Background: an optimization exercise with open tools, aiming at small area. Do not read the settings as production practice. The RTL was checked by simulation tests, not by an equivalence proof against the original design. No driver is modelled on the clock port, so clocking that relies on it looks cheaper here than on a real chip. Power is estimated from default activity; no workload was simulated.

==> wip/harbor: inputs <==
// lcd_ctrl
module lcd_ctrl(clk, rst, rq_valid, rq_data, rq_ready, status, map_pixel, map_raw, adc_req, adc_ack, adc_data, lcd_cs, lcd_cd, lcd_sclk, lcd_mosi);
  input clk;
  wire clk;
  input rst;
  wire rst;
  input rq_valid;
  wire rq_valid;
  input [7:0] rq_data;
  wire [7:0] rq_data;
  output rq_ready;
  wire rq_ready;
  output [7:0] status;
  wire [7:0] status;
  output [15:0] map_pixel;
  wire [15:0] map_pixel;
  output [10:0] map_raw;
  reg [10:0] map_raw;
  output adc_req;
  wire adc_req;
  input adc_ack;
  wire adc_ack;
  input [10:0] adc_data;
  wire [10:0] adc_data;
  output lcd_cs;
  reg lcd_cs;
  output lcd_cd;
  reg lcd_cd;
  output lcd_sclk;
  reg lcd_sclk;
  output lcd_mosi;
  reg lcd_mosi;
  wire [2:0] _0000_;
  wire _0001_;
  wire _0002_;
  wire [7:0] _0003_;
  wire _0004_;
  wire _0005_;
  wire _0006_;
  wire _0007_;
  wire _0008_;
  wire _0009_;
  wire _0010_;
  wire _0011_;
  wire _0012_;
  wire _0013_;
  wire _0014_;
  wire _0015_;
  wire _0016_;
  wire _0017_;
  wire _0018_;
  wire _0019_;
  wire _0020_;
  wire _0021_;
  wire _0022_;
  wire _0023_;
  wire _0024_;
  wire _0025_;
  wire _0026_;
  wire _0027_;
  wire _0028_;
  wire _0029_;
  wire _0030_;
  wire _0031_;
  wire _0032_;
  wire _0033_;
  wire _0034_;
  wire _0035_;
  ...
Settings: LEC_CHECK=0, ABC_AREA=1, CAP_MARGIN=20, CORE_MARGIN=2, CORE_UTILIZATION=40, SLEW_MARGIN=20; clock period 20.0 ns.
standard.sh (not shown) runs the stock make flow with config.mk's settings and CLKGATE_MAP_FILE= SYNTH_SCRIPT=/design/flow/synth_recipe.tcl, a recipe that flattens the netlist after the stock synthesis.
==> flow/flow/run.sh <==
#!/bin/bash
# Layout flow: the standard ORFS flow (standard.sh: unchanged synthesis,
# floorplan, power grid, tap cells, placement, routing), with three layout
# choices changed:
#  - after synthesis, the logic between the registers is mapped again with an
#    area-oriented ABC script (flow/remap.py, flow/remap.abc); the registers
#    keep the standard synthesis's instances, names and cell types;
#  - the input and output port buffers are sky130_fd_sc_hd__buf_1 cells
#    (buffer_ports -buffer_cell), the smallest buffer;
#  - clock tree synthesis uses sky130_fd_sc_hd__clkbuf_8 buffers and inserts
#    no dummy loads (clock_tree_synthesis -dont_use_dummy_load).
# Logs, one per tool run, in the work folder: flow_synth.log (standard.sh
# synth), flow_remap.log (Yosys/ABC re-mapping), flow_finish.log (standard.sh
# to the end); each ORFS step also writes its full log under orfs/logs/.
set -euo pipefail
cd "$(dirname "$0")/.."
export BUFFER_PORTS_ARGS="-buffer_cell sky130_fd_sc_hd__buf_1"
export CTS_ARGS="-sink_clustering_enable -repair_clock_nets -dont_use_dummy_load -buf_list sky130_fd_sc_hd__clkbuf_16 -sink_clustering_size 40 -sink_clustering_max_diameter 200"
bash standard.sh synth > flow_synth.log 2>&1
R=orfs/results/${FLOW_PLATFORM}/lcd_ctrl/base
LIB=${FLOW_HOME}/platforms/${FLOW_PLATFORM}/lib/sky130_fd_sc_hd__tt_025C_1v80.lib
YOSYS=${FLOW_HOME}/../tools/install/yosys/bin/yosys
cp $R/1_2_yosys.v flow_synth_netlist.v
python3 flow/remap.py "$LIB" "${FLOW_HOME}/platforms/${FLOW_PLATFORM}/config.mk" flow_synth_netlist.v flow_remap.v flow/remap.abc > flow_remap.ys
$YOSYS -l flow_remap.log -q -s flow_remap.ys > /dev/null 2>&1
# keep only the top module (the flip-flop and tie cells are library cells)
python3 - <<'PY'
import re
s = open('flow_remap.v.all').read()
m = re.search(r'^module lcd_ctrl\b.*?^endmodule', s, re.S | re.M)
open('flow_remap.v', 'w').write(m.group(0) + '\n')
PY
cp flow_remap.v $R/1_2_yosys.v
rm -f $R/1_synth.odb $R/1_synth.sdc
bash standard.sh finish > flow_finish.log 2>&1
test -f out/final.def
==> flow/flow/remap.abc <==
strash
dch
amap
strash
dch
amap
topo
==> flow/flow/remap.py <==
# Writes the Yosys script that re-maps the logic between the registers of
# ORFS's synthesised netlist: the flip-flops and tie cells stay as they are
# (same instances, names and cell types); every other cell is read as its
# liberty function and the logic is mapped again by ABC with an area-oriented
# script (remap.abc, dch + amap).
import sys, re
lib, cfg, netin, netout, abc = sys.argv[1:6]
txt = open(cfg).read()
m = re.search(r'DONT_USE_CELLS \+=(.*?)\n\s*\n', txt, re.S)
dont = [c for c in re.split(r'[\s\\]+', m.group(1)) if c.startswith('sky130')] if m else []
du = ' '.join('-dont_use ' + c for c in dont)
keep = 'sky130_fd_sc_hd__dfxtp_1 sky130_fd_sc_hd__edfxtp_1 sky130_fd_sc_hd__conb_1'
net = open(netin).read()
seq = sorted(set(re.findall(r'\b(sky130_fd_sc_hd__\w*(?:df|dl|sdf|conb)\w*)\s', net)))
keep = ' '.join(seq)
print(f"""read_liberty -ignore_miss_func {lib}
read_verilog {netin}
hierarchy -top lcd_ctrl
setattr -mod -set keep_hierarchy 1 {keep}
flatten
opt_clean -purge
abc -script {abc} -liberty {lib} {du}
opt_clean -purge
hilomap -singleton -hicell sky130_fd_sc_hd__conb_1 HI -locell sky130_fd_sc_hd__conb_1 LO
insbuf -buf sky130_fd_sc_hd__buf_4 A X
rename -enumerate
opt_clean -purge
select -module lcd_ctrl
stat -liberty {lib}
select -clear
write_verilog -noattr -selected {netout}.all
""")
==> inputs of wip/maple, as changes to wip/harbor <==
==> flow/run.sh (new file) <==
#!/bin/bash
# synth_recipe.tcl (not shown) runs the flow's synth.tcl, then flattens the netlist and writes it again
# the make line also repeats each setting of config.mk as NAME=value (left out here)
make -C /OpenROAD-flow-scripts/flow DESIGN_CONFIG=/design/flow/config.mk WORK_HOME=/design/flow/orfs CLKGATE_MAP_FILE= SYNTH_SCRIPT=/design/flow/synth_recipe.tcl finish
--- a/flow/config.mk
+++ b/flow/config.mk
@@ -11,2 +11,5 @@
 export CORE_UTILIZATION = 40
+export CTS_BUF_LIST = sky130_fd_sc_hd__clkbuf_4 sky130_fd_sc_hd__clkbuf_8
+export CTS_CLUSTER_DIAMETER = 60
+export CTS_CLUSTER_SIZE = 16
 export SLEW_MARGIN = 20
removed: flow/flow/run.sh
removed: flow/flow/remap.abc
removed: flow/flow/remap.py
removed: flow/standard.sh
==> inputs of wip/tundra, as changes to wip/harbor <==
==> flow/run.sh (new file) <==
#!/bin/bash
# synth_recipe.tcl (not shown) runs the flow's synth.tcl, then flattens the netlist and writes it again
# the make line also repeats each setting of config.mk as NAME=value (left out here)
make -C /OpenROAD-flow-scripts/flow DESIGN_CONFIG=/design/flow/config.mk WORK_HOME=/design/flow/orfs CLKGATE_MAP_FILE= SYNTH_SCRIPT=/design/flow/synth_recipe.tcl finish
--- a/flow/config.mk
+++ b/flow/config.mk
@@ -11,2 +11,5 @@
 export CORE_UTILIZATION = 40
+export CTS_BUF_LIST = sky130_fd_sc_hd__clkbuf_16
+export CTS_CLUSTER_DIAMETER = 120
+export CTS_CLUSTER_SIZE = 40
 export SLEW_MARGIN = 20
removed: flow/flow/run.sh
removed: flow/flow/remap.abc
removed: flow/flow/remap.py
removed: flow/standard.sh
==> notes.md <==
Met2 WL: wip/tundra 13600 um; wip/maple 13490 um; wip/harbor 12790 um
Static power due to leakage: wip/tundra 4.941 nW; wip/maple 4.853 nW; wip/harbor 3.430 nW
DIE AREA: wip/tundra 28340 um^2; wip/maple 28340 um^2; wip/harbor 26080 um^2
Capture instance of the worst register-to-register path: wip/tundra g_fb_15[0]; wip/maple g_fb_15[0]; wip/harbor g_kp_reg_7
Worst setup slack after placement: wip/tundra 10.60 ns; wip/maple 10.60 ns; wip/harbor 11.43 ns
Count of flip-flops with a built-in enable after synthesis: wip/tundra 126; wip/maple 126; wip/harbor -
Worst R2R Setup Slack: wip/tundra 15.89 ns; wip/maple 15.95 ns; wip/harbor 13.48 ns
GR met3 Demand/Resource: wip/tundra 0.03432; wip/maple 0.03456; wip/harbor 0.04006
Count of nets after finishing: wip/tundra 1386; wip/maple 1386; wip/harbor 1194
Starting density of the core: wip/tundra 0.4043; wip/maple 0.4043; wip/harbor 0.4080
Tcrit/Tclk final: wip/tundra 0.4702; wip/maple 0.4701; wip/harbor 0.4403
Post-synthesis instance area: wip/tundra 10800 um^2; wip/maple 10800 um^2; wip/harbor 9923 um^2
Portion of synthesized cell area occupied by the leading cell type: wip/tundra 0.3502; wip/maple 0.3502; wip/harbor -
Register fraction of the total cell area: wip/tundra 0.4299; wip/maple 0.4367; wip/harbor 0.4842
Post-synthesis area per instance: wip/tundra 8.541 um^2; wip/maple 8.541 um^2; wip/harbor 8.932 um^2
Start point of the worst min-delay path: wip/tundra g_fb_5[7]; wip/maple g_fb_3[1]; wip/harbor g_fb_3[7]
Run status: wip/tundra complete, no violations; wip/maple complete, no violations; wip/harbor complete, no violations
Reg clk slew, reported paths: wip/tundra 0.07 ns; wip/maple 0.11 ns; wip/harbor 0.07 ns
Row Count: wip/tundra 60; wip/maple 60; wip/harbor 57
Internal power component: wip/tundra 0.8099 mW; wip/maple 0.7361 mW; wip/harbor 0.7146 mW
Die height: wip/tundra 168.4 um; wip/maple 168.4 um; wip/harbor 161.5 um
Length in cells of the worst reg-to-reg path: wip/tundra 15; wip/maple 15; wip/harbor 28
Post-detailed-route via-to-cell ratio: wip/tundra 5.469; wip/maple 5.426; wip/harbor 5.943
Clk Latency, worst-skew pair: wip/tundra 0.44 ns; wip/maple 0.49 ns; wip/harbor 0.44 ns

## afterwards: timing with drivers on the ports
Ports are ideal in the flow. The routed layouts listed here were re-timed in OpenROAD.
Step 1: set_driving_cell puts a clkbuf_16 on clk and a buf_2 on each other input, an assumption about the parent block.
Step 2 also shifts input and output timing later by t, the mid clock arrival at the registers, as if the neighbouring blocks saw the same clock.
Slacks: ideal / step 1 / step 2; pairs: ideal / step 1.
run | t, ns | slack for setup (ns) | hold WS [ns] | worst register clock-pin slew, ns | worst slew at a driven data input, ns
wip/harbor | 0.475 | 11.193 / 11.145 / 11.415 | 0.410 / 0.410 / 0.410 | 0.08 / 0.08 | 0.04
wip/maple | 0.522 | 10.598 / 10.575 / 10.575 | 0.422 / 0.422 / 0.422 | 0.12 / 0.12 | 0.06
wip/tundra | 0.482 | 10.595 / 10.573 / 10.573 | 0.420 / 0.420 / 0.420 | 0.08 / 0.08 | 0.06
After both steps setup and hold are still met in every run listed. For wip/maple, which loses most, drivers alone change the setup slack by -0.023 ns; drivers and shift together by -0.023 ns.
